This is an optimization exercise on Yosys and OpenROAD, whose aim is small area, a short achievable clock period and few clock cycles per item, not a production implementation.
Only simulation tests tie the RTL to the original design; equivalence was not proved.
Power and IR drop assume default switching activity.

[standard.sh]
#!/bin/bash
# synth_recipe.tcl (not shown) runs the flow's synth.tcl, then flattens the netlist and writes it again
# the make line also repeats each setting of config.mk as NAME=value (left out here)
make -C /OpenROAD-flow-scripts/flow DESIGN_CONFIG=/design/flow/config.mk WORK_HOME=/design/flow/orfs CLKGATE_MAP_FILE= SYNTH_SCRIPT=/design/flow/synth_recipe.tcl "${@:-finish}"
[config.mk]
export PLATFORM = sky130hd
export DESIGN_NAME = rtp_h264_depkt32
export DESIGN_NICKNAME = rtp_h264_depkt32
export VERILOG_FILES = /design/flow/design.v
export SDC_FILE = /design/flow/constraint.sdc
export NUM_CORES = 4
export LEC_CHECK = 0
export ABC_AREA = 1
export CAP_MARGIN = 20
export CORE_MARGIN = 2
export CORE_UTILIZATION = 40
export SETUP_SLACK_MARGIN = 2
export SLEW_MARGIN = 20
[design.v]
module depkt_core (
    input  wire        clk,
    input  wire        rst,
    input  wire        cfg_strict_f,
    input  wire        cfg_zero_byte,
    input  wire        in_valid,
    output wire        in_ready,
    input  wire [31:0] in_data,
    input  wire [2:0]  in_cnt,
    input  wire        in_last,
    output wire        out_valid,
    input  wire        out_ready,
    output reg  [31:0] out_data,
    output reg  [2:0]  out_cnt,
    output wire        res_valid,
    output wire [2:0]  res_cause,
    output wire [4:0]  res_flags
);
    localparam [2:0] C_OK         = 3'd0;
    localparam [2:0] C_SHORT      = 3'd1;
    localparam [2:0] C_FBIT       = 3'd2;
    localparam [2:0] C_TRUNC_DON  = 3'd3;
    localparam [2:0] C_TRUNC_SIZE = 3'd4;
    localparam [2:0] C_TRUNC_EXTRA= 3'd5;
    localparam [2:0] C_ZERO_SIZE  = 3'd6;
    localparam [2:0] C_TRUNC_UNIT = 3'd7;
    localparam [2:0] S_IDLE  = 3'd0;    
    localparam [2:0] S_COPY  = 3'd1;    
    localparam [2:0] S_DRAIN = 3'd2;    
    localparam [2:0] S_SZ    = 3'd3;    
    localparam [2:0] S_HDR   = 3'd4;    
    localparam [2:0] S_UNIT  = 3'd5;    
    localparam [2:0] S_RES   = 3'd6;    
    localparam [2:0] S_SKIP  = 3'd7;    
    reg  [2:0]  st;
    reg  [1:0]  p;           
    reg  [3:0]  e;           
    reg  [1:0]  ph;          
    reg  [1:0]  at;          
    reg  [15:0] remain;      
    reg  [2:0]  err;         
    reg  [4:0]  flags;
    reg         ufbit;       
    function [4:0] classify(input [4:0] t);
        case (t)
            5'd1: classify = 5'b01000;    
            5'd5: classify = 5'b10000;    
            5'd6: classify = 5'b00100;    
            5'd7: classify = 5'b00001;    
            5'd8: classify = 5'b00010;    
            default: classify = 5'b00000;
        endcase
    endfunction
    function [3:0] runl(input [1:0] a);
        runl = (a == 2'd2) ? 4'd5 : (a == 2'd3) ? 4'd6 : 4'd2;
    endfunction
    wire [7:0] b0 = in_data[7:0];
    wire [7:0] b1 = in_data[15:8];
    wire [4:0] t0 = b0[4:0];
    wire is_single = (t0 != 5'd0) && (t0[4:3] != 2'b11);
    wire is_ag     = (t0[4:2] == 3'b110);
    wire is_fu     = (t0[4:1] == 4'b1110);
    wire is_fub    = t0[0];
    wire fu_start  = b1[7];
    wire [2:0] idle_err = (in_last && !in_cnt[2] && !(in_cnt[1] && in_cnt[0])) ? C_SHORT :
                          (cfg_strict_f && b0[7])                            ? C_FBIT :
                          (is_fu && is_fub && in_last && in_cnt == 3'd3)     ? C_TRUNC_DON : C_OK;
    wire [1:0]  sh = p;
    reg  [31:0] shifted;
    always @(*) begin
        case (sh)
            2'd0: shifted = in_data;
            2'd1: shifted = {8'hxx, in_data[31:8]};
            2'd2: shifted = {16'hxxxx, in_data[31:16]};
            default: shifted = {24'hxxxxxx, in_data[31:24]};
        endcase
    end
    wire [7:0] hsel = shifted[7:0];    
    reg  [3:0] zbl;
    integer i;
    always @(*)
        for (i = 0; i < 4; i = i + 1)
            zbl[i] = (in_data[8*i +: 5] == 5'd6) || (in_data[8*i +: 5] == 5'd7) ||
                     (in_data[8*i +: 5] == 5'd8);
    wire       zb4  = cfg_zero_byte && zbl[p];
    wire [3:0] cnt4    = {1'b0, in_cnt};
    wire [3:0] cnt1h   = {in_cnt[2], !in_cnt[2] && in_cnt[1] && in_cnt[0],
                          !in_cnt[2] && in_cnt[1] && !in_cnt[0], !in_cnt[2] && !in_cnt[1]};
    wire       e_hi    = e[3] || e[2];
    wire       seg_all = e_hi || (cnt1h[2] && e[1] && e[0]) || (cnt1h[1] && e[1]) ||
                         (cnt1h[0] && (e[1] || e[0]));
    wire       seg_end = (e == 4'd0) || (cnt1h[3] && (!e[3] && !(e[2] && (e[1] || e[0])))) ||
                         (cnt1h[2] && !e_hi) || (cnt1h[1] && !e_hi && !(e[1] && e[0])) ||
                         (cnt1h[0] && !e_hi && !e[1]);
    reg  [2:0] avail;
    always @(*) begin
        case ({in_cnt, p})
            5'b100_00: avail = 3'd4;
            5'b100_01, 5'b011_00: avail = 3'd3;
            5'b100_10, 5'b011_01, 5'b010_00: avail = 3'd2;
            default: avail = 3'd1;
        endcase
    end
    wire [2:0] seg_n   = (e[3:2] == 2'b00 || e == 4'd4) ? e[2:0] - {1'b0, p} : avail;
    wire [15:0] size_next = {(ph == 2'd0) ? shifted[7:0] : remain[15:8],
                             (ph == 2'd0) ? ((p != 2'd3) ? shifted[15:8] : remain[7:0]) :
                             (ph == 2'd1) ? shifted[7:0] : remain[7:0]};
    wire        rem_zero  = (remain == 16'd0);
    wire [15:0] remain_dec = remain + {14'h3fff, p};      
    reg        emit;         
    reg        prefix;       
    reg        fuhdr;        
    reg        bdone;        
    reg  [2:0] ncopy;        
    always @(*) begin
        emit   = 1'b0;
        prefix = 1'b0;
        fuhdr  = 1'b0;
        bdone  = 1'b0;
        ncopy  = avail;
        case (st)
            S_IDLE: begin
                emit   = is_single || (is_fu && fu_start);
                prefix = is_single;
                fuhdr  = is_fu && fu_start;
            end
            S_COPY: begin
                emit  = 1'b1;
                bdone = 1'b1;
            end
            S_DRAIN, S_SKIP: bdone = 1'b1;
            S_SZ:    bdone = seg_all;
            S_HDR: begin
                emit   = !rem_zero;
                prefix = 1'b1;
            end
            S_UNIT: begin
                emit   = 1'b1;
                ncopy  = seg_n;
                bdone  = seg_all;
            end
            default: ;
        endcase
    end
    wire active = in_valid && (st != S_RES);
    wire wants  = (st == S_IDLE) || (st == S_COPY) || (st == S_HDR) || (st == S_UNIT);
    wire fire   = active && (!wants || out_ready);
    wire ending = fire && bdone && in_last;
    assign out_valid = in_valid && (((st == S_IDLE) && (is_single || (is_fu && fu_start))) ||
                                    (st == S_COPY) || (st == S_UNIT) ||
                                    ((st == S_HDR) && !rem_zero));
    assign in_ready  = in_valid && (((st == S_COPY) && out_ready) || (st == S_DRAIN) || (st == S_SKIP) ||
                                    ((st == S_SZ) && seg_all) ||
                                    ((st == S_UNIT) && seg_all && out_ready));
    assign res_valid = (st == S_RES) || (st == S_COPY && in_valid && in_last && out_ready);
    assign res_cause = (st != S_RES) ? C_OK :
                       (err == C_TRUNC_UNIT && rem_zero) ? C_ZERO_SIZE : err;
    assign res_flags = (st == S_RES && err != C_OK) ? 5'd0 : flags;
    wire [7:0] fu_h = {b0[7:5], b1[4:0]};
    always @(*) begin
        case (st)
            S_IDLE: begin
                out_data = {(t0[4] && t0[3]) ? fu_h : 8'h01, zb4 ? 8'h00 : 8'h01, 16'h0000};
                out_cnt  = ((t0[4] && t0[3]) || zb4) ? 3'd4 : 3'd3;
            end
            S_HDR: begin
                out_data = {8'h01, zb4 ? 8'h00 : 8'h01, 16'h0000};
                out_cnt  = zb4 ? 3'd4 : 3'd3;
            end
            default: begin
                out_data = shifted;
                out_cnt  = ncopy;
            end
        endcase
    end
    reg [2:0] end_cause;
    always @(*) begin
        case (st)
            S_IDLE: end_cause = idle_err;
            S_SZ:   end_cause = (in_cnt == {1'b0, p}) ? C_OK :      
                                seg_end ? C_TRUNC_UNIT :
                                (ph == 2'd0 && avail == 3'd1) ? C_TRUNC_SIZE :
                                C_TRUNC_EXTRA;
            S_UNIT: end_cause = !seg_end ? C_TRUNC_UNIT : ufbit ? C_FBIT : C_OK;
            default: end_cause = err;
        endcase
    end
    wire [4:0] cls = classify((st == S_IDLE && is_fu) ? b1[4:0] : hsel[4:0]);
    wire       do_cls = (st == S_IDLE) ? (is_single || (is_fu && fu_start)) : (st == S_HDR);
    always @(posedge clk) begin
        if (rst) begin
            st <= S_IDLE;
            p  <= 2'd0;
        end else if (st == S_RES) begin
            st <= S_IDLE;
        end else if (fire) begin
            if (do_cls || st == S_IDLE)
                flags <= ((st == S_IDLE) ? 5'd0 : flags) | (do_cls ? cls : 5'd0);
            case (st)
                S_IDLE: begin
                    err <= idle_err;
                    ph  <= 2'd0;
                    at  <= t0[1:0];
                    if (is_single)
                        st <= S_COPY;
                    else if (is_fu) begin
                        if (is_fub)
                            st <= S_SKIP;
                        else begin
                            st <= S_COPY;
                            p  <= 2'd2;
                        end
                    end else if (is_ag) begin
                        st <= S_SZ;
                        if (t0[1:0] == 2'd0) begin
                            p <= 2'd1;
                            e <= 4'd3;
                        end else begin
                            p <= 2'd3;
                            e <= 4'd3 + runl(t0[1:0]);
                        end
                    end else
                        st <= S_DRAIN;
                    if (idle_err != C_OK)
                        st <= S_DRAIN;
                end
                S_SKIP:
                    st <= S_COPY;
                S_SZ: begin
                    remain <= size_next;
                    if (seg_end) begin
                        st <= S_HDR;
                        p  <= e[1:0];
                    end else begin
                        e  <= e - 4'd4;
                        ph <= (ph == 2'd0 && p == 2'd3) ? 2'd1 : 2'd2;
                    end
                end
                S_HDR: begin
                    ufbit <= cfg_strict_f && hsel[7];
                    e     <= (remain[15:3] != 13'd0) ? 4'hf : {2'b00, p} + {1'b0, remain[2:0]};
                    if (rem_zero) begin
                        err <= C_ZERO_SIZE;
                        st  <= S_DRAIN;
                    end else
                        st <= S_UNIT;
                end
                S_UNIT: begin
                    if (seg_end) begin
                        ph <= 2'd0;
                        p  <= e[1:0];
                        e  <= (seg_all ? 4'd0 : {2'b00, e[1:0]}) + runl(at);
                        if (ufbit) begin
                            err <= C_FBIT;
                            st  <= S_DRAIN;
                        end else
                            st <= S_SZ;
                    end else begin
                        if (!in_last)
                            remain <= remain_dec;
                        e <= (remain_dec[15:3] != 13'd0) ? 4'hf : {1'b0, remain_dec[2:0]};
                    end
                end
                default: ;
            endcase
            if (bdone)
                p <= 2'd0;
            if (ending && st != S_COPY) begin
                st  <= S_RES;
                err <= end_cause;
            end else if (ending)
                st <= S_IDLE;
        end
    end
endmodule
module rtp_h264_depkt32 (
    input  wire        clk,
    input  wire        rst,
    input  wire        cfg_strict_f,
    input  wire        cfg_zero_byte,
    input  wire        in_valid,
    output wire        in_ready,
    input  wire [31:0] in_data,
    input  wire [2:0]  in_cnt,
    input  wire        in_last,
    output wire        out_valid,
    input  wire        out_ready,
    output wire [31:0] out_data,
    output wire [2:0]  out_cnt,
    output wire        res_valid,
    output wire [2:0]  res_cause,
    output wire [4:0]  res_flags
);
    depkt_core core (
        .clk(clk), .rst(rst),
        .cfg_strict_f(cfg_strict_f), .cfg_zero_byte(cfg_zero_byte),
        .in_valid(in_valid), .in_ready(in_ready), .in_data(in_data), .in_cnt(in_cnt),
        .in_last(in_last),
        .out_valid(out_valid), .out_ready(out_ready), .out_data(out_data), .out_cnt(out_cnt),
        .res_valid(res_valid), .res_cause(res_cause), .res_flags(res_flags)
    );
endmodule
[constraint.sdc]
create_clock -name core_clock -period 7.0 [get_ports {clk}]
set_input_delay 1.4000 -clock core_clock [delete_from_list [all_inputs] [get_ports {clk}]]
set_output_delay 1.4000 -clock core_clock [all_outputs]
set_load 0.01 [all_outputs]
[flow/run.sh]
#!/bin/bash
set -euo pipefail
export BUFFER_PORTS_ARGS="-buffer_cell sky130_fd_sc_hd__buf_4"
bash standard.sh > standard.log 2>&1
==> results of run 1 <==
## per-stage QoR
stage / cell area (sq um) / worst slack, ps / instances / util [%] / total power, uW
after global routing: 5160 / 2730 / 915 / 49.6 / 1350
after detailed placement: 5070 / 2990 / 907 / 48.7 / 1080
after global placement: 5070 / 3000 / 907 / 48.7 / 1080
final: 5160 / 2960 / 915 / 49.6 / 1260
after floorplan: 4330 / 3390 / 698 / - / 795
after CTS: 5160 / 2990 / 915 / 49.6 / 1250
## state kept, by name, summed over array words and instances, names as in the netlist
name         flops
core.remain     16
core.flags       5
core.e           4
core.err         3
core.st          3
core.at          2
core.p           2
core.ph          2
core.ufbit       1
## critical path, delay by kind of cell
family,cells,cell delay (ps)
AOI/OAI and AO/OA,1,150
and+or+nand+nor,7,740
buffers and inverters,3,340
## report_power, final
group | switching, uW | leakage (uW) | internal, uW | total (uW)
clock network | 86.7 | 0.0000482 | 79.8 | 166
registers | 34.0 | 0.000342 | 284 | 318
logic | 498 | 0.00212 | 277 | 775
## cells in the final DEF, fill, tap and decap left out, types with 3 or more instances in the layout
cell type  count
o221ai_1      11
nand3_2        3
o21a_1         4
o22ai_1       13
xor2_1         3
o21ai_0       57
buf_4         88
nor2_1        98
o211ai_1       9
dfxtp_1        5
ha_1           7
nand3_1       42
a211oi_1       3
inv_2         11
fa_1           3
nand2_2       10
inv_1         98
nand4_1        8
edfxtp_1      33
nand2_1      181
a31oi_1        3
clkbuf_8       6
a21oi_1       16
nor2_4         6
nor3_1         6
nand3b_1       5
o21ai_1       17
nor2_2         9
## cells by family (layout without fill, tap and decap cells)
logic type	Yosys count	after routing	synth area share (%)
AO/OA/AOI/OAI	143	143	19.8
XOR/XNOR	5	5	1.01
adder cells (fa/ha/maj)	10	10	3.41
buffers and inverters	125	206	11.6
flip-flops	38	38	25.2
AND/OR/NAND/NOR	376	376	38.8
multiplexers	1	1	0.231
## worst min-delay path by stage
stage,endpoint,cells past startpoint,slack (ps)
floorplan,core.st[0],2,530
global placement,core.st[0],2,570
detailed placement,core.st[0],2,570
CTS,core.st[0],2,580
global route,core.st[0],2,620
finish,core.st[0],2,580
## layout make-up
type / count / area (sq um)
Fill cell: 1158 / 5250
Multi-Input combinational cell: 535 / 2740
Sequential cell: 38 / 1090
Timing Repair Buffer: 88 / 661
Inverter: 110 / 414
Tap cell: 136 / 170
Clock buffer: 7 / 86.3
Clock inverter: 1 / 5.00
## routing by layer
metal | share of wire, % | vias to the layer above | track usage (%)
met5 | 0 | - | 0
met4 | 1.6 | 0 | 6.59
met3 | 7.3 | 23 | 4.16
met2 | 47 | 199 | 45.7
met1 | 44 | 2337 | 38.2
li1 | - | 2463 | -
==> summary.md, run 1 <==
| Metric | Value |
|---|---|
| Reg-to-Reg End | core.remain[7] |
| Required @ worst endpoint | between 5000 and 6000 ps |
| Share of cells above drive strength 1 | 18.4% |
| Port bufs | 87 |
| Cell with the most instances after synthesis | nand2_1 |
| RD Place Congestion | between 0.9 and 1 |
| Sequential fraction of the synthesis area | approximately 25% |
| Synth top area share | 22.9% |
| Vias/cell | between 5 and 6 |
| Cts bufs inserted | 5 |
| Post-synth top area cell | edfxtp_1 |
| Worst reg2reg setup slack | ~3800 ps |
| Clock-pin slew on the worst setup and hold paths | 80 ps |
| Die area | about 12,000 sq um |
| WL/cell | roughly 17 microns |
| Initial antenna violation count | 0 |
| Yosys warnings | 1 |
| Nets@finish | 830 |
| Syn_nets | 750 |
| Drt pass-1 iters | 5 |
| CP Data Arrival Time | roughly 2600 ps |
| Clk_skew | a little under 8 ps |
| Crit-path slowest cell | nor3b_1 |
| Ant diodes | 0 |
| Max VDD drop | around 0.14 mV |
| Yosys cell types | just under 50 |
| Main area contributors after synthesis | edfxtp_1 (23%), nand2_1 (16%), inv_1 (8.5%) |
| Max Clk Rate | 0.248 GHz |
| Area delta synth->final | 19.2% |
| DPL Wire Length | roughly 13 mm |
| Most common library cells after synthesis | nand2_1 (181), inv_1 (98), nor2_1 (98), o21ai_0 (57), nand3_1 (42) |
| Crit path launch type | primary input |
| Source of the critical timing path | in_cnt[2] |
| Critical R2R Launch | core.st[2] |
| Hold Fails Final Rpt | 0 |
| Depth of the most critical reg-to-reg path | 4 |
| H-tree Lvls | 2 |
| Crit Path Class | primary input to output pin |
| DRC Markers | 0 |
| Hold Startpoint | core.st[0] |
| PwrDens | 244 nW/um^2 |
| Global route total overflow | 0 |
| Max Cap Viol | 0 |
| Synthesized area | between 4000 and 5000 sq um |
| Main synth FF type | edfxtp_1 |
| Post-Syn Area per Cell | 6.21 sq um |
| Max_slew headroom | between 30% and 40% |
| CTS Sinks | 38 |
| CP most frequent cell | nand2_1 |
| Total Routing Usage GR | between 20 and 30% |
| Ports | between 80 and 90 |
| Final Critical Period | 4040 ps |
| Root Driver | clkbuf_8 |
| Post-Route WL | between 15 and 20 mm |
| Post_cts resized | 0 |
| Core ar. | around 10,000 sq um |
| Vias in the first global route | 4,739 |
| Critical Path Sink | out_cnt[0] |
| Largest net degree at the start of global routing | 32 |
| Asr flop ratio synth | 0% |
| Synthesis-stage register bit count | 38 |
| Detail Route Antenna Nets | 0 |
| Initial core utilization | 41.6% |
| RSZ-0062 raised after global routing | false |
| Worst path cell trace | buf_4 -> inv_1 -> nand3_1 -> nor2_1 -> a21oi_1 -> nor3b_1 -> nand2_1 -> nand2_1 -> nand3_1 -> nand2_1 -> buf_4 |
| Hold Crit Class | flip-flop to flip-flop |
| Worst Max-Slew Pin Slew | between 900 and 1000 ps |
| Part of the cycle the worst path needs | about 58% |
| Status | timing/DRC/antenna clean |
| Clock latency (worst-skew pair) | around 300 ps |
| Worst hold slack | slightly below 600 ps |
| EDFF count, synth | 33 |
| Slowest cell delay on critical path | roughly 260 ps |
| Worst Setup End Kind | output pin |
| # setup viols final | 0 |
| Mapped Cells | 698 |
| Final Max Tran Viols | 0 |
| P_leak | 0.00251 uW |
| Die height | approximately 110 microns |
| Hold buffers post-CTS | 0 |
| Via count | 5,022 |
| Cell row count | 37 |
| Clock Tree Buf Depth | 2 |
| Critical path peak fanout | 6 |
| TritonCTS clock tree | done |
| DRT iter0 DRCs | between 400 and 500 |
| First-pass GRT wire length | 24.9 mm |
| Setup Fix Bufs, Post-CTS | 0 |
| Setup total negative slack | 0 ps |
| Die width | approximately 110 microns |
Testbench counts, summed over its fixed seeds: cycles 48,649, in bytes 177,094.
==> run 2, diff against run 1 <==
--- a/config.mk
+++ b/config.mk
@@ -9,5 +9,5 @@
 export CAP_MARGIN = 20
 export CORE_MARGIN = 2
 export CORE_UTILIZATION = 40
-export SETUP_SLACK_MARGIN = 2
+export SETUP_SLACK_MARGIN = 3.5
 export SLEW_MARGIN = 20
==> run 2 against run 1 <==
Against the previous run:
- still clean
- global-route usage rose by 0.43 points
- synthesized cell count did not move
- critical path depth unchanged
- count of clock-buffer cells in the layout down 2
- synthesized area unchanged
- combinational power rose by about 20%
- critical endpoint unchanged
==> summary.md, run 2 <==
| Metric | Value |
|---|---|
| Status | timing/DRC/antenna clean |
| Main synth FF type | edfxtp_1 |
| Post-Route WL | between 15 and 20 mm |
| Hold Fails Final Rpt | 0 |
| Clock-pin slew on the worst setup and hold paths | 80 ps |
| Die height | about 110 microns |
| Yosys cell types | 49 |
| Ports | between 80 and 90 |
| Worst path cell trace | buf_12 -> inv_4 -> nand3_2 -> nor2_1 -> a21oi_2 -> nor3b_4 -> nand2_1 -> nand2_1 -> nand3_2 -> nand2_2 -> buf_6 |
| Final Critical Period | 3850 ps |
| Biggest regs | core.remain: 16 flops, core.flags: 5 flops, core.e: 4 flops |
| Synth top area share | between 20% and 30% |
| Required @ worst endpoint | around 5600 ps |
| Clock latency (worst-skew pair) | 300 ps |
| Commonest cells after routing, fill and taps aside | nand2_1 (169), buf_4 (103), nor2_1 (91) |
| Cell with the most instances after synthesis | nand2_1 |
| Slowest cell delay on critical path | about 220 ps |
| RSZ-0062 raised after global routing | true |
| Hold Crit Class | flip-flop to flip-flop |
| Cts bufs inserted | 5 |
| Crit path launch type | primary input |
| TritonCTS clock tree | done |
| EDFF count, synth | 33 |
| Post-synth top area cell | edfxtp_1 |
| Ant diodes | 0 |
| Vias in the first global route | roughly 4,900 |
| Clk_skew | 7.82 ps |
| Share of cells above drive strength 1 | between 30% and 40% |
| Synthesized area | 4330 sq um |
| Max Clk Rate | approximately 0.26 GHz |
| Max_slew headroom | 36.3% |
| Detail Route Antenna Nets | 0 |
| Max VDD drop | about 0.14 mV |
| Most common library cells after synthesis | nand2_1 (181), inv_1 (98), nor2_1 (98), o21ai_0 (57), nand3_1 (42) |
| Die width | between 100 and 150 microns |
| Source of the critical timing path | in_cnt[2] |
| Asr flop ratio synth | 0% |
| Hold Startpoint | core.st[0] |
| DRC Markers | 0 |
| Main area contributors after synthesis | edfxtp_1 (23%), nand2_1 (16%), inv_1 (8.5%) |
| WL/cell | between 15 and 20 microns |
| Via count | about 5,300 |
| Mapped Cells | approximately 700 |
| Critical R2R Launch | core.st[0] |
| Max Cap Viol | 0 |
| Vias/cell | 5.59 |
| DRT iter0 DRCs | a little under 500 |
| Initial core utilization | around 42% |
| CTS Sinks | 38 |
| Hold buffers post-CTS | 0 |
| Leading cell type in the layout, fill and taps excluded | nand2_1 |
| Final Max Tran Viols | 0 |
| Critical path peak fanout | 6 |
| Die area | 11,700 sq um |
| Part of the cycle the worst path needs | a little over half |
| Largest net degree at the start of global routing | 32 |
| H-tree Lvls | 2 |
| Buffers plus inverters on the worst setup path | 3 |
| Initial antenna violation count | 0 |
| Post-Syn Area per Cell | between 6 and 7 sq um |
| Worst Max-Slew Pin Slew | ~950 ps |
| Global route total overflow | 0 |
| Syn_nets | 750 |
| DPL Wire Length | roughly 13 mm |
| Clock Tree Buf Depth | 2 |
| Cell row count | 37 |
| Drt pass-1 iters | 5 |
| CP Data Arrival Time | roughly 2500 ps |
| Total Routing Usage GR | 28.1% |
| P_leak | roughly 0.0028 uW |
| Root Driver | clkbuf_8 |
| Max reg flops | 16 |
| Most flops, register | core.remain |
| Crit Path Class | primary input to output pin |
| Area delta synth->final | 37.6% |
| Worst Setup End Kind | output pin |
| Core ar. | roughly 10,000 sq um |
| PwrDens | 241 nW/um^2 |
| Top delay family on crit path | simple AND/OR/NAND/NOR gates |
| Fin worst setup slack | ~3200 ps |
| Nets@finish | about 870 |
| # setup viols final | 0 |
| Worst hold slack | about 590 ps |
| Sequential fraction of the synthesis area | between 20% and 30% |
| Synthesis-stage register bit count | 38 |
| Dpl ws | 3030 ps |
| First-pass GRT wire length | 25.6 mm |
| RD Place Congestion | just over 1 |
| Crit-path slowest cell | nor3b_4 |
| Setup total negative slack | 0 ps |
| Yosys warnings | 1 |
| Port bufs | 87 |
[run 2: cell types whose count changed in the layout (fill, tap and decap cells not counted), moves of 10 or more]
cell and delta:
buf_4 +15, inv_1 -15, o21ai_0 -11, buf_6 +12, nand2_1 -12, nand3_1 -10
[run 2: cell type report]
class	instances	area [sq um]
Fill cell	1026	4450
Multi-Input combinational cell	535	3060
Sequential cell	38	1100
Timing Repair Buffer	124	1080
Inverter	110	444
Tap cell	136	170
Clock buffer	5	68.8
Clock inverter	3	40.0
[run 2: cells by family after synthesis]
kind of cell / after synthesis / synth area share [%]
AO/OA/AOI/OAI: 143 / 19.8
XOR/XNOR: 5 / 1.01
adder cells (fa/ha/maj): 10 / 3.41
buffers and inverters: 125 / 11.6
flip-flops: 38 / 25.2
multiplexers: 1 / 0.231
AND/OR/NAND/NOR: 376 / 38.8
[run 2: power by group]
group | total (uW) | internal, uW | switching (uW) | leakage, uW
Sequential | 320 | 286 | 34.1 | 0.000344
Combinational | 929 | 372 | 557 | 0.00240
Clock | 189 | 105 | 84.4 | 0.0000579
[run 2: repair_timing]
item | in CTS | in global routing
setup buffers | 23 | 13
gates resized for setup | 70 | 51
pin swaps | 24 | 25
endpoints found under the setup margin | 41 | 41
[run 2: worst paths after layout]
check / endpoint / slack, ps / cells past startpoint
worst max-delay path: out_cnt[0] / 3150 / 11
worst min-delay path: core.st[0] / 590 / 2
worst max register to register: core.remain[3] / 3890 / 6
worst min register to register: core.st[0] / 590 / 2
[run 2: stage by stage]
step	area, sq um	cells	util (%)	power [uW]
final	5960	951	57.2	1440
after global routing	5960	951	57.2	1530
after CTS	5680	938	54.5	1360
after detailed placement	5130	907	49.3	1090
after global placement	5130	907	49.3	1090
after floorplan	4390	698	-	803
[run 2: worst reg2reg max path: stages (launching register included)]
cell	delay [ps]
dfxtp_1	450
inv_2	80
nor2_2	110
nand2_1	360
inv_1	860
nand2_2	250
a21oi_1	630
[run 2: routing by layer]
layer / global-route usage (%) / up-vias / share of wire (%)
met3: 3.01 / 42 / 6.3
met1: 39.4 / 2465 / 44
met2: 45.5 / 253 / 47
met4: 8.97 / 0 / 3.2
met5: 0 / - / 0
li1: - / 2552 / -
==> run 3, diff against run 2 <==
==> flow/run.sh (replaced) <==
#!/bin/bash
set -euo pipefail
export BUFFER_PORTS_ARGS="-buffer_cell sky130_fd_sc_hd__buf_1"
bash standard.sh > standard.log 2>&1
--- a/config.mk
+++ b/config.mk
@@ -9,5 +9,5 @@
 export CAP_MARGIN = 20
 export CORE_MARGIN = 2
 export CORE_UTILIZATION = 40
-export SETUP_SLACK_MARGIN = 3.5
+export SETUP_SLACK_MARGIN = 2
 export SLEW_MARGIN = 20
==> run 3 against run 2 <==
Against the previous run:
- via count decreased by 5.2%
- flip-flop and latch count is the same
- largest power group unchanged
- die area did not move
- still clean on timing, DRC and antenna
- critical path type unchanged
==> summary.md, run 3 <==
| Metric | Value |
|---|---|
| Status | timing/DRC/antenna clean |
| RSZ-0062 raised after global routing | false |
| Area delta synth->final | 12.6% |
| Register area | 1090 sq um |
| Part of the cycle the worst path needs | 62.7% |
| Core ar. | around 10,000 sq um |
| Hold buffers post-CTS | 0 |
| Hold Crit Class | flip-flop to flip-flop |
| Reg-to-Reg End | core.remain[5] |
| Die height | 108 microns |
| Max VDD drop | about 0.13 mV |
| Adder-Cell Fraction of Synth Area | 3.41% |
| Commonest cells after routing, fill and taps aside | nand2_1 (181), inv_1 (98), nor2_1 (98) |
| Root Driver | clkbuf_8 |
| Synthesis-stage register bit count | 38 |
| Worst hold slack | 577 ps |
| H-tree Lvls | 2 |
| Global routing's busiest layer | met2 |
| Most flops, register | core.remain |
| Post-Route WL | 15.5 mm |
| Yosys cell types | 49 |
| Share of cells above drive strength 1 | about 7.3% |
| Cell row count | 37 |
| WL/cell | ~17 microns |
| Final Critical Period | approximately 4400 ps |
| Final Max Tran Viols | 0 |
| Post-Synth Simple-Gate Area | between 30% and 40% |
| Clock-pin slew on the worst setup and hold paths | roughly 80 ps |
| Hold Fails Final Rpt | 0 |
| PwrDens | between 200 and 300 nW/um^2 |
| Main synth FF type | edfxtp_1 |
| Non-filler cells, final | ~920 |
| Post-synth top area cell | edfxtp_1 |
| Critical path peak fanout | 6 |
| Worst Setup End Kind | output pin |
| Clock latency (worst-skew pair) | a little over 300 ps |
| Crit Path Class | primary input to output pin |
| Max_slew headroom | between 30% and 40% |
| Setup total negative slack | 0 ps |
| Max reg flops | 16 |
| Xor/xnor cell area share of the yosys netlist | 1.01% |
| Detail Route Antenna Nets | 0 |
| Grt met2 use | a little over two fifths |
| Initial core utilization | between 40% and 50% |
| Largest net degree at the start of global routing | 32 |
| CTS Sinks | 38 |
| Vias/cell | 5.51 |
| Max Clk Rate | approximately 0.23 GHz |
| DRC Markers | 0 |
| CP most frequent cell | nand2_1 |
| Inst Count DP | 907 |
| Yosys warnings | 1 |
| Critical R2R Launch | core.st[2] |
| Via count | 5,038 |
| DPL Wire Length | 12.5 mm |
| Port bufs | 87 |
| DRT iter0 DRCs | between 300 and 400 |
| Layout fillers | ~1,100 |
| Die width | around 110 microns |
| Source of the critical timing path | in_cnt[2] |
| Worst Max-Slew Pin Slew | about 900 ps |
| Biggest regs | core.remain: 16 flops, core.flags: 5 flops, core.e: 4 flops |
| Max Cap Viol | 0 |
| Leading cell type in the layout, fill and taps excluded | nand2_1 |
| Required @ worst endpoint | ~5600 ps |
| Top delay family on crit path | simple AND/OR/NAND/NOR gates |
| Global route total overflow | 0 |
| Clock Tree Buf Depth | 2 |
| Vias in the first global route | 4,724 |
| P_leak | approximately 0.0022 uW |
| M3 GR Usage | ~4.2% |
| Crit-path slowest cell | buf_1 |
| Cts bufs inserted | 5 |
| Asr flop ratio synth | 0% |
| Buffers plus inverters on the worst setup path | 3 |
| Largest family of logic cells by synthesized area | simple AND/OR/NAND/NOR gates |
| Compound-Gate Fraction of Synth Area | ~20% |
| Post_cts resized | 0 |
| Nets@finish | just over 800 |
| Die area | 11,700 sq um |
| Critical Path Sink | out_cnt[0] |
| # setup viols final | 0 |
| Cell depth of the worst setup path | 11 |
| First-pass GRT wire length | between 20 and 25 mm |
| Initial antenna violation count | 0 |
| TritonCTS clock tree | done |
| Mapped Cells | 698 |
| Drt pass-1 iters | 5 |
| EDFF count, synth | 33 |
| Mux cell area share after synthesis | 0.231% |
| Tot Pwr | 1230 uW |
| Post-Syn Area per Cell | approximately 6.2 sq um |
| Ant diodes | 0 |
| Syn_nets | 750 |
| Clk_skew | ~12 ps |
| Ports | a little under 90 |
| Most common library cells after synthesis | nand2_1 (181), inv_1 (98), nor2_1 (98), o21ai_0 (57), nand3_1 (42) |
| Worst path cell trace | buf_1 -> inv_1 -> nand3_1 -> nor2_1 -> a21oi_1 -> nor3b_1 -> nand2_1 -> nand2_1 -> nand3_1 -> nand2_1 -> buf_1 |
| Area of the multi-input gates | 2740 sq um |
| Synth top area share | a little under a quarter |
| Total Routing Usage GR | 27.0% |
| Slowest cell delay on critical path | approximately 330 ps |
| GRT met1 Usage | a little over a third |
| Crit path launch type | primary input |
| Setup Fix Bufs, Post-CTS | 0 |
| Main area contributors after synthesis | edfxtp_1 (23%), nand2_1 (16%), inv_1 (8.5%) |
| Sequential fraction of the synthesis area | about 25% |
| Cell with the most instances after synthesis | nand2_1 |
| Synthesized area | around 4300 sq um |
| Worst reg2reg setup slack | about 3800 ps |
| CP Data Arrival Time | roughly 3000 ps |
| RD Place Congestion | 0.971 |
| Depth of the most critical reg-to-reg path | 4 |
## run 3: cell counts after synthesis
Identical to the previous run, type by type.
## run 3: worst min path at each step
stage                           from    endpoint  slack, ps  cells after the start
final                     core.st[0]  core.st[0]        580                      2
after global routing      core.st[0]  core.st[0]        630                      2
after CTS                 core.st[0]  core.st[0]        580                      2
after detailed placement  core.st[0]  core.st[0]        570                      2
after global placement    core.st[0]  core.st[0]        560                      2
after floorplan           core.st[0]  core.st[0]        530                      2
## run 3: cell type report
type / count / area share (%)
sequential: 38 / 22.4
multi-input combinational: 535 / 56.1
clock buffer: 8 / 2.72
tap: 136 / 3.49
timing repair buffer: 88 / 6.85
inverter: 110 / 8.49
## run 3: power breakdown
part	switching, uW	leakage, uW	total (uW)	internal [uW]
registers	34.3	0.000342	319	284
logic	493	0.00179	696	202
clock network	88.5	0.0000678	212	123
total	616	0.00220	1230	610
## run 3: cells by family after synthesis
kind of cell | Yosys count
muxes | 1
and+or+nand+nor | 376
AOI/OAI and AO/OA | 143
adders and majority gates | 10
xor gates and xnor gates | 5
buffers and inverters | 125
DFF | 38
## run 3: worst register-to-register path, delay by kind of cell, from the launching register on
kind            cells  cell delay (ps)
buf+inv             1              840
compound gates      1              620
flops               1              620
simple gates        2              700
## run 3: metal layers
layer,share of wire [%],vias up
met5,0,-
met4,2.3,0
met3,6.9,28
met2,46,204
met1,45,2342
li1,-,2464
## run 3: metrics by stage
step | instance area, sq um | util, % | setup slack, ps
3_3_place_gp | 4750 | 45.6 | 2740
3_5_place_dp | 4750 | 45.6 | 2710
5_1_grt | 4880 | 46.8 | 2460
6_report | 4880 | 46.8 | 2610
4_1_cts | 4880 | 46.8 | 2700
2_1_floorplan | 4330 | - | 3390
==> run 4, diff against run 3 <==
==> flow/run.sh (replaced) <==
#!/bin/bash
set -euo pipefail
export BUFFER_PORTS_ARGS="-buffer_cell sky130_fd_sc_hd__buf_2"
bash standard.sh > standard.log 2>&1
==> run 4 against run 3 <==
Against the previous run:
- fmax grew 6.0%
- critical path depth is the same
- synthesized cell count is the same
- final cell count is the same
- flip-flop and latch count is the same
- core utilization grew 0.65 points
- cell area grew 1.4%
- register-to-register slack gained 50 ps
- worst hold slack lost 1.4 ps
- count of clock-buffer cells in the layout shrank 1
- largest cell class unchanged
- combinational power grew 3%
- sequential power is essentially flat
- largest power group unchanged
==> summary.md, run 4 <==
| Metric | Value |
|---|---|
| Status | timing/DRC/antenna clean |
| Clock Tree Buf Depth | 2 |
| Ant diodes | 0 |
| Initial core utilization | between 40 and 50% |
| Hold path cells | 2 |
| Most common library cells after synthesis | nand2_1 (181), inv_1 (98), nor2_1 (98), o21ai_0 (57), nand3_1 (42) |
| Global route total overflow | 0 |
| Cts bufs inserted | 5 |
| Cell row count | 37 |
| Yosys warnings | 1 |
| Drt pass-1 iters | 5 |
| Mapped Cells | around 700 |
| Via count | ~5,100 |
| Max reg flops | 16 |
| Synthesized area | 4330 sq um |
| P_leak | roughly 0.0025 uW |
| Cell area after layout | between 4000 and 5000 sq um |
| Syn_nets | between 700 and 800 |
| Max Cap Viol | 0 |
| Sequential fraction of the synthesis area | between 20 and 30% |
| Yosys cell types | approximately 50 |
| Max VDD drop | 0.125 mV |
| Hold Crit Class | flip-flop to flip-flop |
| Crit Path Class | primary input to output pin |
| DPL Wire Length | 12.4 mm |
| Part of the cycle the worst path needs | a little under 60% |
| DP Area | 4850 sq um |
| Ports | 88 |
| Clk_skew | between 9 and 10 ps |
| Setup Fix Bufs, Post-CTS | 0 |
| TritonCTS clock tree | done |
| Most flops, register | core.remain |
| WL/cell | around 17 microns |
| PwrDens | ~240 nW/um^2 |
| First-pass GRT wire length | 24.2 mm |
| Post-Route WL | around 15 mm |
| Area delta synth->final | 14.2% |
| Inst Count DP | approximately 910 |
| Fin worst setup slack | roughly 2900 ps |
| Setup total negative slack | 0 ps |
| Vias in the first global route | roughly 4,700 |
| Synthesis-stage register bit count | 38 |
| Leading cell type in the layout, fill and taps excluded | nand2_1 |
| DRC Markers | 0 |
| Hold Fails Final Rpt | 0 |
| Vias/cell | 5.55 |
| Required @ worst endpoint | between 5000 and 6000 ps |
| Post_cts resized | 0 |
| Max_slew headroom | just under 40% |
| Die area | ~12,000 sq um |
| Depth of the most critical reg-to-reg path | 4 |
| Root Driver | clkbuf_8 |
| Clock latency (worst-skew pair) | ~290 ps |
| Asr flop ratio synth | 0% |
| Total Routing Usage GR | 26.6% |
| Worst Max-Slew Pin Slew | approximately 910 ps |
| RD Place Congestion | around 0.98 |
| Synth top area share | a little under a quarter |
| Biggest regs | core.remain: 16 flops, core.flags: 5 flops, core.e: 4 flops |
| Initial antenna violation count | 0 |
| Final Max Tran Viols | 0 |
| Detail Route Antenna Nets | 0 |
| Critical path peak fanout | 6 |
| Largest net degree at the start of global routing | 32 |
| CP Data Arrival Time | 2740 ps |
| # setup viols final | 0 |
| DRT iter0 DRCs | 436 |
| Max Clk Rate | around 0.24 GHz |
| Hold buffers post-CTS | 0 |
| Die width | 108 microns |
| Core ar. | about 10,000 sq um |
| Commonest cells after routing, fill and taps aside | nand2_1 (181), inv_1 (98), nor2_1 (98) |
| Worst Setup End Kind | output pin |
| RSZ-0062 raised after global routing | false |
| Die height | 108 microns |
| Utilization after layout | 47.5% |
| Post-synth top area cell | edfxtp_1 |
| EDFF count, synth | 33 |
| Final Critical Period | roughly 4100 ps |
| Main area contributors after synthesis | edfxtp_1 (23%), nand2_1 (16%), inv_1 (8.5%) |
| CTS Sinks | 38 |
| Cell with the most instances after synthesis | nand2_1 |
| Dpl ws | roughly 2900 ps |
| Non-filler cells, final | 915 |
| Clock-pin slew on the worst setup and hold paths | roughly 80 ps |
| Main synth FF type | edfxtp_1 |
| Post-Syn Area per Cell | ~6.2 sq um |
| Port bufs | slightly below 90 |
| Share of cells above drive strength 1 | 18.4% |
| Crit path launch type | primary input |
| Nets@finish | slightly above 800 |
| H-tree Lvls | 2 |
## run 4: cell types whose count changed in the layout (fill, tap and decap cells not counted)
cell,change
clkbuf_1,+1
buf_1,-87
buf_2,+87
clkinv_2,+1
clkbuf_16,-2
## run 4: area by class of cell
type | count | area [sq um]
clock buffers | 7 | 86.3
clock inverters | 1 | 5.00
fillers | 1135 | 5470
inverters | 110 | 414
multi-input cells | 535 | 2740
flip-flops and latches | 38 | 1090
well taps | 136 | 170
repair buffers | 88 | 443
## run 4: cell families (layout without fill, tap and decap cells)
group                    Yosys count  count (layout)  share of synthesized area, %
AND/OR/NAND/NOR                  376             376                          38.8
AO/OA/AOI/OAI                    143             143                          19.8
buffers and inverters            125             206                          11.6
flip-flops                        38              38                          25.2
adder cells (fa/ha/maj)           10              10                          3.41
XOR/XNOR                           5               5                          1.01
multiplexers                       1               1                         0.231
## run 4: critical path: stages
cell and delay (ps):
buf_2 170, inv_1 100, nand3_1 120, nor2_1 60
a21oi_1 150, nor3b_1 300, nand2_1 80, nand2_1 60
nand3_1 60, nand2_1 100, buf_2 130
## run 4: routing by layer
| layer | GRT usage, % | vias up | wire length, microns |
|---|---|---|---|
| met5 | 0 | - | 0 |
| met4 | 6.59 | 0 | 260 |
| met3 | 3.25 | 24 | 1250 |
| met2 | 45.1 | 231 | 7160 |
| met1 | 36.1 | 2359 | 6740 |
| li1 | - | 2464 | - |
## run 4: through the flow
stage	total power (uW)	hold WS, ps
3_3_place_gp	1020	560
2_1_floorplan	795	532
4_1_cts	1190	579
5_1_grt	1290	634
3_5_place_dp	1020	568
6_report	1200	576
## run 4: worst paths after layout
kind / from / to / slack, ps
worst max-delay path: in_cnt[2] / out_cnt[0] / 2860
worst min-delay path: core.st[0] / core.st[0] / 580
worst max register to register: core.st[2] / core.remain[4] / 3890
worst min register to register: core.st[0] / core.st[0] / 580
## run 4: where the power goes
| part | total (uW) | leakage (uW) | switching, uW | internal, uW |
|---|---|---|---|---|
| Combinational | 716 | 0.00207 | 488 | 227 |
| Sequential | 319 | 0.000342 | 34.3 | 284 |
| Clock | 166 | 0.0000482 | 86.1 | 79.8 |
| Total | 1200 | 0.00246 | 609 | 592 |
==> run 5, diff against run 4 <==
==> flow/run.sh (replaced) <==
#!/bin/bash
# The standard layout (standard.sh) with two changes:
#  - ABC maps for area (map -a) in synthesis: ORFS's scripts are copied and
#    their abc_area.script replaced with flow/abc_area.script (ABC_AREA is
#    set in config.mk); synthesis is otherwise the standard flow's own, so the registers
#    and their names are the standard synthesis's;
#  - the port buffers are buf_2 cells instead of the default delay buffers.
# The make output goes to standard.log; each step's log is under orfs/logs.
set -euo pipefail
rm -rf scripts_abc
cp -r "$FLOW_HOME/scripts" scripts_abc
cp flow/abc_area.script scripts_abc/abc_area.script
export SCRIPTS_DIR="$PWD/scripts_abc"
export BUFFER_PORTS_ARGS="-buffer_cell sky130_fd_sc_hd__buf_2"
bash standard.sh > standard.log 2>&1
==> flow/abc_area.script (new file) <==
strash
dch
map -a
topo
stime -c
buffer -c
upsize -c
dnsize -c
==> run 5 against run 4 <==
Against the previous run:
- first-iteration DRC count is 6.0% higher
- synthesized area is 7.7% lower
- clock skew is 3.2 ps higher
- global-route usage is 0.56 points lower
- still clean on timing, DRC and antenna
- die area is 7.4% lower
- routed wire length is 5.0% lower
- fmax is 8.3% lower
- flip-flop and latch count stayed put
- synthesized cell count is 13% lower
- combinational power is 3% higher
- critical path depth stayed put
- register-to-register slack worse by 170 ps
==> summary.md, run 5 <==
| Metric | Value |
|---|---|
| Status | timing/DRC/antenna clean |
| Die width | approximately 100 microns |
| Critical path peak fanout | 5 |
| Sequential fraction of the synthesis area | about 27% |
| CP Data Arrival Time | ~3100 ps |
| Max Cap Viol | 0 |
| Commonest cells after routing, fill and taps aside | inv_1 (107), nor2_1 (101), buf_2 (87) |
| Area of the multi-input gates | roughly 2400 sq um |
| Hold buffers post-CTS | 0 |
| Biggest regs | core.remain: 16 flops, core.flags: 5 flops, core.e: 4 flops |
| Worst path cell trace | buf_2 -> nand2_1 -> nor2_1 -> inv_1 -> o22ai_1 -> a21oi_1 -> nand2_1 -> nor2_1 -> o31ai_1 -> nand2_1 -> buf_2 |
| Clock latency (worst-skew pair) | a little under 300 ps |
| Area delta synth->final | 17.2% |
| Max VDD drop | around 0.10 mV |
| Dpl ws | between 2000 and 3000 ps |
| Vias in the first global route | between 4,000 and 5,000 |
| Clock-pin slew on the worst setup and hold paths | about 80 ps |
| Final Critical Period | about 4500 ps |
| Grt met2 use | about two fifths |
| Max reg flops | 16 |
| PwrDens | between 200 and 300 nW/um^2 |
| P_leak | about 0.0021 uW |
| Hold Startpoint | core.st[0] |
| DPL Wire Length | approximately 12 mm |
| Layout fillers | 1,054 |
| Final Max Tran Viols | 0 |
| Leading cell type in the layout, fill and taps excluded | inv_1 |
| DRC Markers | 0 |
| Die area | approximately 11,000 sq um |
| Yosys warnings | 1 |
| Worst Setup End Kind | output pin |
| First-pass GRT wire length | roughly 23 mm |
| Worst Max-Slew Pin Slew | slightly above 1000 ps |
| Post-synth top area cell | edfxtp_1 |
| Clk_skew | between 10 and 15 ps |
| Share of cells above drive strength 1 | a little under a fifth |
| Global route total overflow | 0 |
| Main area contributors after synthesis | edfxtp_1 (25%), inv_1 (10%), nor2_1 (9.5%) |
| Yosys cell types | 48 |
| Root Driver | clkbuf_8 |
| Post_cts resized | 0 |
| Critical R2R Launch | core.st[2] |
| Crit Path Class | primary input to output pin |
| Post-Syn Area per Cell | approximately 6.6 sq um |
| M3 GR Usage | under 10% |
| Most common library cells after synthesis | inv_1 (107), nor2_1 (101), nand2_1 (76), o21ai_0 (55), edfxtp_1 (33) |
| Slowest cell delay on critical path | roughly 310 ps |
| Vias/cell | 5.68 |
| Global routing's busiest layer | met2 |
| Total Routing Usage GR | 26.1% |
| Max_slew headroom | between 30% and 40% |
| DRT iter0 DRCs | about 460 |
| Setup total negative slack | 0 ps |
| Syn_nets | 660 |
| RSZ-0062 raised after global routing | false |
| Cell row count | 36 |
| Drt pass-1 iters | 5 |
| Largest net degree at the start of global routing | 27 |
| Asr flop ratio synth | 0% |
| WL/cell | roughly 18 microns |
| Fin worst setup slack | approximately 2500 ps |
| Hold Fails Final Rpt | 0 |
| Post-Route WL | 14.6 mm |
| Utilization after layout | 48.2% |
| Part of the cycle the worst path needs | between 60% and 70% |
| H-tree Lvls | 2 |
| Nets@finish | about 750 |
| Mapped Cells | just over 600 |
| EDFF count, synth | 33 |
| Crit-path slowest cell | nor2_1 |
| Ant diodes | 0 |
| Register area | between 1000 and 1500 sq um |
| Core ar. | between 9000 and 10,000 sq um |
| TritonCTS clock tree | done |
| Required @ worst endpoint | 5600 ps |
| Via count | 4,698 |
| # setup viols final | 0 |
| Initial antenna violation count | 0 |
| Detail Route Antenna Nets | 0 |
| RD Place Congestion | slightly above 1 |
| Source of the critical timing path | in_cnt[0] |
| CP most frequent cell | nand2_1 |
| Hold Crit Class | flip-flop to flip-flop |
| Cts bufs inserted | 5 |
| Most flops, register | core.remain |
| Port bufs | 87 |
| Cell with the most instances after synthesis | inv_1 |
| Synth top area share | approximately 25% |
| Ports | ~90 |
| Synthesis-stage register bit count | 38 |
| Die height | about 100 microns |
| Initial core utilization | between 40 and 50% |
| Setup Fix Bufs, Post-CTS | 0 |
| Clock Tree Buf Depth | 2 |
| Synthesized area | ~4000 sq um |
| Max Clk Rate | ~0.22 GHz |
| CTS Sinks | 38 |
| Main synth FF type | edfxtp_1 |
| Crit path launch type | primary input |
| GRT met1 Usage | 36.3% |
==> run 5: cell types whose count changed after synthesis, moves of 9 or more <==
cell     delta
nand2_2    -10
o21ai_1    -12
nand3_1    -22
inv_1       +9
nor3_1     +12
a21oi_1    +15
nand2_1   -105
o22ai_1    +10
==> run 5: power by group <==
group / leakage, uW / internal [uW] / switching [uW]
clock network: 0.0000579 / 105 / 79.9
logic: 0.00173 / 236 / 499
registers: 0.000342 / 287 / 28.1
total: 0.00213 / 628 / 607
==> run 5: per-layer routing <==
metal / vias up / wire length (microns)
met2: 269 / 6520
met1: 2151 / 6470
met3: 36 / 1210
li1: 2242 / -
met4: 0 / 433
met5: - / 0
==> run 5: worst max-delay path: cells and delay by family <==
family	cells	cell delay [ps]
AO/OA/AOI/OAI	3	560
buffers and inverters	3	460
AND/OR/NAND/NOR	5	680
==> run 5: worst paths after layout <==
check                        end  slack, ps  cells past startpoint
hold reg to reg       core.st[0]        600                      2
hold / removal        core.st[0]        600                      2
setup / recovery      out_cnt[0]       2480                     11
setup reg to reg  core.remain[3]       3720                      6
==> run 5: layout make-up <==
class	instances	share of cell area, %
tap	133	3.55
clock inverter	3	0.854
timing repair buffer	91	9.93
multi-input combinational	436	51.1
clock buffer	5	1.47
sequential	38	23.3
inverter	121	9.79
==> run 5: logic make-up after synthesis <==
| kind of cell | after synthesis | synth area share (%) |
|---|---|---|
| AO/OA/AOI/OAI | 165 | 25.5 |
| XOR/XNOR | 16 | 3.50 |
| buffers and inverters | 134 | 12.8 |
| adder cells (fa/ha/maj) | 10 | 3.69 |
| flip-flops | 38 | 27.3 |
| AND/OR/NAND/NOR | 245 | 27.3 |
==> run 5: through the flow <==
| step | instance area (sq um) | std cells | power, uW | hold slack (ps) |
|---|---|---|---|---|
| 6_report | 4690 | 827 | 1230 | 604 |
| 2_1_floorplan | 4000 | 608 | 783 | 549 |
| 3_5_place_dp | 4580 | 819 | 1040 | 598 |
| 3_3_place_gp | 4580 | 819 | 1040 | 590 |
| 4_1_cts | 4690 | 827 | 1220 | 609 |
| 5_1_grt | 4690 | 827 | 1320 | 635 |
==> run 6, diff against run 5 <==
--- a/design.v
+++ b/design.v
@@ -156,22 +156,17 @@
     assign res_cause = (st != S_RES) ? C_OK :
                        (err == C_TRUNC_UNIT && rem_zero) ? C_ZERO_SIZE : err;
     assign res_flags = (st == S_RES && err != C_OK) ? 5'd0 : flags;
-    wire [7:0] fu_h = {b0[7:5], b1[4:0]};
-    always @(*) begin
-        case (st)
-            S_IDLE: begin
-                out_data = {(t0[4] && t0[3]) ? fu_h : 8'h01, zb4 ? 8'h00 : 8'h01, 16'h0000};
-                out_cnt  = ((t0[4] && t0[3]) || zb4) ? 3'd4 : 3'd3;
-            end
-            S_HDR: begin
-                out_data = {8'h01, zb4 ? 8'h00 : 8'h01, 16'h0000};
-                out_cnt  = zb4 ? 3'd4 : 3'd3;
-            end
-            default: begin
-                out_data = shifted;
-                out_cnt  = ncopy;
-            end
-        endcase
+    wire       sel_pre = (st == S_IDLE) || (st == S_HDR);
+    wire       sel_e   = (st == S_UNIT) && (e[3:2] == 2'b00 || e == 4'd4);
+    wire [2:0] emp     = e[2:0] - {1'b0, p};
+    wire       big     = zb4 || ((st == S_IDLE) && t0[4] && t0[3]);
+    wire [7:0] lane3   = (st == S_IDLE) ? ((t0[4] && t0[3]) ? {b0[7:5], b1[4:0]} : 8'h01) :
+                         (st == S_HDR)  ? 8'h01 : in_data[31:24];
+    always @(*) begin
+        out_data[31:24] = lane3;
+        out_data[23:16] = sel_pre ? {7'd0, !zb4} : shifted[23:16];
+        out_data[15:0]  = sel_pre ? 16'd0 : shifted[15:0];
+        out_cnt         = sel_pre ? {big, !big, !big} : sel_e ? emp : avail;
     end
     reg [2:0] end_cause;
     always @(*) begin
==> run 6 against run 5 <==
Against the previous run:
- final cell count shrank 2.8%
- critical path type is now flip-flop to output pin
- largest cell class unchanged
- worst setup slack improved by 220 ps
- global-route usage fell by 0.51 points
- register-to-register slack worse by 40 ps
- still clean
- critical path depth is 1 lower
- synthesized cell count is 3.8% lower
==> summary.md, run 6 <==
| Metric | Value |
|---|---|
| Status | timing/DRC/antenna clean |
| CP most frequent cell | nor2_1 |
| Clock latency (worst-skew pair) | 300 ps |
| Hold Crit Class | flip-flop to flip-flop |
| Worst Max-Slew Pin Slew | between 700 and 800 ps |
| Root Driver | clkbuf_8 |
| Area delta synth->final | 16.3% |
| Worst Setup End Kind | output pin |
| Yosys warnings | 1 |
| Hold buffers post-CTS | 0 |
| Vias in the first global route | approximately 4,300 |
| Setup total negative slack | 0 ps |
| Cts bufs inserted | 5 |
| Most flops, register | core.remain |
| DP Area | ~4600 sq um |
| Port bufs | slightly below 90 |
| Setup Fix Bufs, Post-CTS | 0 |
| Seq pwr share | 38.0% |
| Final Critical Period | between 4000 and 5000 ps |
| TritonCTS clock tree | done |
| Total Routing Usage GR | 25.6% |
| Most common library cells after synthesis | nor2_1 (100), nand2_1 (83), inv_1 (82), o21ai_0 (47), edfxtp_1 (33) |
| Comb power frac | a little over 40% |
| H-tree Lvls | 2 |
| Nets@finish | ~720 |
| Core ar. | between 9000 and 10,000 sq um |
| Part of the cycle the worst path needs | 61.4% |
| Ant diodes | 0 |
| Post_cts resized | 0 |
| WL/cell | approximately 17 microns |
| Main synth FF type | edfxtp_1 |
| PwrDens | 151 nW/um^2 |
| Vias/cell | ~5.5 |
| CP Data Arrival Time | about 2900 ps |
| Mapped Cells | roughly 590 |
| Clk_skew | between 7 and 8 ps |
| Final Max Tran Viols | 0 |
| EDFF count, synth | 33 |
| Die width | between 100 and 150 microns |
| Required @ worst endpoint | ~5600 ps |
| Synthesis-stage register bit count | 38 |
| Main area contributors after synthesis | edfxtp_1 (25%), nor2_1 (9.4%), nand2_1 (7.8%) |
| Pint | approximately 420 uW |
| Clock-pin slew on the worst setup and hold paths | 80 ps |
| Asr flop ratio synth | 0% |
| Inst Count DP | slightly below 800 |
| First-pass GRT wire length | 22.0 mm |
| DRC Markers | 0 |
| Commonest cells after routing, fill and taps aside | nor2_1 (100), buf_2 (87), nand2_1 (83) |
| Initial core utilization | 41.0% |
| Crit path launch type | flip-flop |
| Crit Path Class | flip-flop to output pin |
| Critical path peak fanout | 20 |
| Max Clk Rate | between 0.2 and 0.25 GHz |
| Die height | 104 microns |
| Cell with the most instances after synthesis | nor2_1 |
| Slowest cell delay on critical path | 710 ps |
| Synthesized area | between 3000 and 4000 sq um |
| Hold Fails Final Rpt | 0 |
| Ports | 88 |
| RD Place Congestion | a little under 1 |
| Max VDD drop | 0.0705 mV |
| Initial antenna violation count | 0 |
| Biggest regs | core.remain: 16 flops, core.flags: 5 flops, core.e: 4 flops |
| Drt pass-1 iters | 5 |
| Max_slew headroom | a little under half |
| Switching share of total power | approximately 40% |
| Cell area after layout | between 4000 and 5000 sq um |
| Worst path cell trace | inv_2 -> nor2_2 -> inv_1 -> nor2_1 -> a31oi_1 -> o2111ai_1 -> nand2_1 -> nor2_1 -> a31o_2 -> buf_2 |
| Via count | between 4,000 and 5,000 |
| Syn_nets | between 600 and 700 |
| Post-Route WL | approximately 14 mm |
| Detail Route Antenna Nets | 0 |
| DRT iter0 DRCs | 383 |
| Post-synth top area cell | edfxtp_1 |
| Leading cell type in the layout, fill and taps excluded | nor2_1 |
| Psw | 281 uW |
| DPL Wire Length | roughly 11 mm |
| # setup viols final | 0 |
| CTS Sinks | 38 |
| Clock Tree Buf Depth | 2 |
| Synth top area share | ~25% |
| Largest net degree at the start of global routing | 22 |
| RSZ-0062 raised after global routing | false |
| Max reg flops | 16 |
| Cell row count | 36 |
| Die area | 10,800 sq um |
| Global route total overflow | 0 |
| Max Cap Viol | 0 |
| Layout fillers | 1,020 |
| P_leak | between 0.002 and 0.0025 uW |
| Crit-path slowest cell | dfxtp_1 |
| Yosys cell types | 58 |
| Non-filler cells, final | between 800 and 900 |
| Post-Syn Area per Cell | 6.82 sq um |
| Share of cells above drive strength 1 | around 22% |
| Clock power frac | between 20% and 30% |
| Sequential fraction of the synthesis area | 27.3% |
==> run 6: changes by cell type in the layout (fill, tap and decap cells not counted), sizes merged, moves of 4 or more <==
cell	delta
a221oi	+6
a22oi	+4
nand2	+9
inv	-20
nor3	-5
o21ai	-13
nor2	+5
o22ai	-4
==> run 6: power groups by stage <==
stage | Sequential (uW) | Clock (uW) | Combinational (uW)
2_1_floorplan | 267 | 0 | 181
3_3_place_gp | 272 | 0 | 279
3_5_place_dp | 272 | 0 | 280
4_1_cts | 267 | 153 | 281
5_1_grt | 268 | 162 | 314
6_report | 267 | 151 | 284
==> run 6: logic make-up after synthesis <==
logic type | after synthesis | share of synthesized area, %
compound gates | 150 | 24.3
xor+xnor | 15 | 3.29
fa+ha+maj | 10 | 3.70
buf+inv | 114 | 11.1
flops | 38 | 27.3
mux | 3 | 0.752
simple gates | 255 | 29.6
==> run 6: cell type report <==
cell class / instances / area [sq um] / share of cell area, %
multi-input cells: 433 / 2460 / 53.0
flip-flops and latches: 38 / 1090 / 23.5
repair buffers: 90 / 458 / 9.87
inverters: 102 / 384 / 8.28
well taps: 133 / 166 / 3.59
clock buffers: 6 / 72.6 / 1.56
clock inverters: 2 / 8.76 / 0.189
==> run 6: worst paths after layout <==
kind / start / end / slack [ps] / cells after the start
max: core.p[0] / out_cnt[0] / 2700 / 10
min: core.st[0] / core.st[0] / 580 / 2
min reg2reg: core.st[0] / core.st[0] / 580 / 2
max reg2reg: core.p[0] / core.e[2] / 3680 / 11
==> run 6: metal layers <==
layer | vias to the layer above | GRT usage [%] | routed length (microns)
li1 | 2174 | - | -
met1 | 2059 | 37.4 | 6520
met2 | 210 | 39.3 | 6200
met3 | 19 | 3.63 | 998
met4 | 0 | 7.05 | 208
met5 | - | 0 | 0
==> run 6: per-stage QoR <==
step | setup WS [ps] | hold slack, ps | total power [uW] | utilization (%)
finish | 2700 | 582 | 702 | 47.7
global route | 2620 | 626 | 744 | 47.7
CTS | 2770 | 566 | 701 | 47.7
detailed placement | 2820 | 548 | 552 | 46.9
global placement | 2880 | 549 | 551 | 46.9
floorplan | 3120 | 504 | 448 | -
==> run 6: critical path, delay by kind of cell (launching register included) <==
kind	cells	cell delay [ps]
flops	1	710
compound gates	3	380
buf+inv	3	640
simple gates	4	870
Testbench counts of run 6, summed over its fixed seeds: cycles 48,649, in bytes 177,094.
==> run 7, diff against run 6 <==
--- a/config.mk
+++ b/config.mk
@@ -9,5 +9,5 @@
 export CAP_MARGIN = 20
 export CORE_MARGIN = 2
 export CORE_UTILIZATION = 40
-export SETUP_SLACK_MARGIN = 2
+export SETUP_SLACK_MARGIN = 3.2
 export SLEW_MARGIN = 20
==> run 7 against run 6 <==
Against the previous run:
- worst setup slack improved by 220 ps
- critical path depth increased by 2
- synthesized cell count stayed put
- sequential power about the same
- clock power about the same
- clock skew grew 5.5 ps
- flip-flop and latch count stayed put
- cell area grew 13%
- count of clock-buffer cells in the layout down 1
- sequential share of layout area fell by 2.6 points
- critical endpoint unchanged
==> summary.md, run 7 <==
| Metric | Value |
|---|---|
| Worst Setup End Kind | output pin |
| Clk_skew | 12.6 ps |
| Nets@finish | about 760 |
| Clock-pin slew on the worst setup and hold paths | approximately 70 ps |
| Commonest cells after routing, fill and taps aside | nor2_1 (96), nand2_1 (81), buf_2 (77) |
| Cell row count | 36 |
| Port bufs | 87 |
| Ports | between 80 and 90 |
| Clock latency (worst-skew pair) | 310 ps |
| Register area | ~1100 sq um |
| Max Clk Rate | about 0.25 GHz |
| Max Cap Viol | 0 |
| Most common library cells after synthesis | nor2_1 (100), nand2_1 (83), inv_1 (82), o21ai_0 (47), edfxtp_1 (33) |
| DP Area | ~4600 sq um |
| Slowest cell delay on critical path | 230 ps |
| Critical path peak fanout | 5 |
| Sequential fraction of the synthesis area | between 20% and 30% |
| Ant diodes | 0 |
| CTS Sinks | 38 |
| Non-filler cells, final | about 840 |
| DPL Wire Length | between 10 and 15 mm |
| Max_slew headroom | between 40% and 50% |
| Biggest regs | core.remain: 16 flops, core.flags: 5 flops, core.e: 4 flops |
| Die area | 10,800 sq um |
| TritonCTS clock tree | done |
| Max reg flops | 16 |
| Worst path cell trace | buf_12 -> inv_6 -> nor2_4 -> inv_2 -> nor2_4 -> inv_2 -> o22ai_4 -> a211oi_2 -> nand2_1 -> nand2_2 -> a31o_4 -> buf_6 |
| Global route total overflow | 0 |
| Total Routing Usage GR | a little over a quarter |
| Synthesis-stage register bit count | 38 |
| Area of the multi-input gates | between 2000 and 3000 sq um |
| Layout fillers | about 1,000 |
| Largest net degree at the start of global routing | 22 |
| First-pass GRT wire length | approximately 23 mm |
| Seq pwr share | 34.8% |
| EDFF count, synth | 33 |
| Clock power frac | roughly 19% |
| Post-synth top area cell | edfxtp_1 |
| Worst Max-Slew Pin Slew | 775 ps |
| Pint | between 400 and 500 uW |
| DRC Markers | 0 |
| Cell area after layout | 5230 sq um |
| Hold Fails Final Rpt | 0 |
| Via count | ~4,700 |
| Vias in the first global route | approximately 4,400 |
| Drt pass-1 iters | 5 |
| RD Place Congestion | a little under 1 |
| Post-Syn Area per Cell | ~6.8 sq um |
| Buffers plus inverters on the worst setup path | 5 |
| Setup total negative slack | 0 ps |
| Leading cell type in the layout, fill and taps excluded | nor2_1 |
| Top delay family on crit path | simple AND/OR/NAND/NOR gates |
| Main area contributors after synthesis | edfxtp_1 (25%), nor2_1 (9.4%), nand2_1 (7.8%) |
| Inst Count DP | 796 |
| Syn_nets | between 600 and 700 |
| Clock Tree Buf Depth | 2 |
| Cell with the most instances after synthesis | nor2_1 |
| PwrDens | between 100 and 150 nW/um^2 |
| Yosys warnings | 1 |
| Asr flop ratio synth | 0% |
| Main synth FF type | edfxtp_1 |
| Final Critical Period | just over 4000 ps |
| Area delta synth->final | 31.1% |
| Vias/cell | around 5.6 |
| Synth top area share | 24.8% |
| Core ar. | 9730 sq um |
| Root Driver | clkbuf_8 |
| Cts bufs inserted | 5 |
| Required @ worst endpoint | around 5600 ps |
| Share of cells above drive strength 1 | between 30% and 40% |
| Die width | slightly above 100 microns |
| Synthesized area | roughly 4000 sq um |
| # setup viols final | 0 |
| Initial antenna violation count | 0 |
| Detail Route Antenna Nets | 0 |
| Crit Path Class | primary input to output pin |
| Switching share of total power | ~40% |
| Mapped Cells | a little under 600 |
| Crit path launch type | primary input |
| Max VDD drop | around 0.065 mV |
| WL/cell | roughly 18 microns |
| RSZ-0062 raised after global routing | true |
| Yosys cell types | 58 |
| Hold buffers post-CTS | 0 |
| Most flops, register | core.remain |
| Hold Crit Class | flip-flop to flip-flop |
| H-tree Lvls | 2 |
| Post-Route WL | ~15 mm |
| CP Data Arrival Time | ~2700 ps |
| Die height | 104 microns |
| Crit-path slowest cell | a31o_4 |
| Comb power frac | about 46% |
| Status | timing/DRC/antenna clean |
| Initial core utilization | around 41% |
| Final Max Tran Viols | 0 |
| Part of the cycle the worst path needs | ~58% |
| P_leak | approximately 0.0023 uW |
| Psw | approximately 310 uW |
| DRT iter0 DRCs | roughly 430 |
==> run 7: worst register-to-register path, delay by kind of cell (launching register included) <==
family / cells / cell delay [ps]
buf+inv: 12 / 1570
compound gates: 4 / 750
flops: 1 / 550
simple gates: 2 / 330
==> run 7: timing repair <==
item                                    in CTS  in global routing
endpoints found under the setup margin      21                 22
pin swaps                                   15                 23
buffers inserted                            22                 11
resized for setup                           51                 31
gates cloned                                 1                  0
==> run 7: cell type report <==
cell class,instances,share of cell area (%)
Timing Repair inverter,1,0.144
Clock buffer,5,1.32
Tap cell,133,3.18
Timing Repair Buffer,123,15.3
Sequential cell,38,20.9
Multi-Input combinational cell,433,51.2
Inverter,102,7.73
Clock inverter,3,0.215
==> run 7: kinds of logic (layout without fill, tap and decap cells) <==
group                    count (synthesis)  after routing  share of synthesized area (%)
AO/OA/AOI/OAI                          150            150                           24.3
XOR/XNOR                                15             15                           3.29
adder cells (fa/ha/maj)                 10             10                           3.70
buffers and inverters                  114            234                           11.1
flip-flops                              38             38                           27.3
multiplexers                             3              3                          0.752
AND/OR/NAND/NOR                        255            255                           29.6
==> run 7: worst paths after layout <==
check / from / endpoint / slack (ps) / cells after the start
hold / removal: core.st[0] / core.st[0] / 580 / 2
setup reg to reg: core.p[0] / core.err[0] / 3540 / 18
hold reg to reg: core.st[0] / core.st[0] / 580 / 2
setup / recovery: in_cnt[1] / out_cnt[0] / 2920 / 12
==> run 7: through the flow <==
stage | worst slack [ps] | total power [uW] | hold slack [ps] | util (%)
detailed placement | 2770 | 552 | 553 | 46.9
finish | 2920 | 770 | 576 | 53.8
global route | 2880 | 810 | 616 | 53.8
CTS | 3000 | 740 | 567 | 51.4
floorplan | 3270 | 448 | 504 | -
global placement | 2870 | 551 | 546 | 46.9
==> run 7: layer usage <==
layer  share of wire [%]  vias to the layer above  track usage, %
met5                   0                        -               0
met1                  43                     2192            36.8
met3                 8.9                       38            4.32
li1                    -                     2253               -
met2                  45                      246            42.1
met4                 3.2                        0            8.59
==> run 7: power by group through the flow <==
| stage | sequential, uW | combinational [uW] | clock (uW) |
|---|---|---|---|
| global placement | 272 | 279 | 0 |
| finish | 268 | 353 | 149 |
| detailed placement | 272 | 280 | 0 |
| global route | 269 | 382 | 160 |
| CTS | 267 | 323 | 150 |
| floorplan | 267 | 181 | 0 |

re-timing with driven ports:
The flow's constraints put no driver on any port. The routed layouts listed below were extracted and timed again, unchanged, in two steps. Step 1 (the two cells are an assumption about what drives the block):
set clk [get_ports {clk}]
set_driving_cell -lib_cell sky130_fd_sc_hd__clkbuf_16 $clk
set_driving_cell -lib_cell sky130_fd_sc_hd__buf_2 [delete_from_list [all_inputs] $clk]
Step 2 moves the port delays by t, midway between the first and last clock arrival at a register: inputs arrive t later, outputs are due t later. That takes back most of the time a late clock gives input paths. Slacks: ideal ports / drivers / drivers and shift; pairs: ideal ports / drivers.
| run | t, ns | slack for setup (ns) | clock arrival spread, ns | slew at the worst register clock pin (ns) | cell pins on the clock port's net |
|---|---|---|---|---|---|
| run 1 | 0.324 | 2.962 / 2.935 / 2.935 | 0.008 / 0.008 | 0.09 / 0.09 | 1 |
| run 2 | 0.329 | 3.151 / 3.086 / 3.086 | 0.008 / 0.008 | 0.08 / 0.08 | 1 |
| run 3 | 0.338 | 2.608 / 2.581 / 2.581 | 0.012 / 0.012 | 0.09 / 0.09 | 1 |
| run 4 | 0.324 | 2.855 / 2.833 / 2.833 | 0.010 / 0.009 | 0.09 / 0.09 | 1 |
| run 5 | 0.321 | 2.481 / 2.459 / 2.459 | 0.012 / 0.012 | 0.09 / 0.09 | 1 |
| run 6 | 0.329 | 2.700 / 2.662 / 2.738 | 0.008 / 0.008 | 0.08 / 0.08 | 1 |
| run 7 | 0.335 | 2.921 / 2.844 / 2.674 | 0.012 / 0.012 | 0.08 / 0.08 | 1 |
After both steps every run listed still meets setup and hold. For run 7, which loses most, drivers alone change the setup slack by -0.077 ns; drivers and shift together by -0.247 ns.
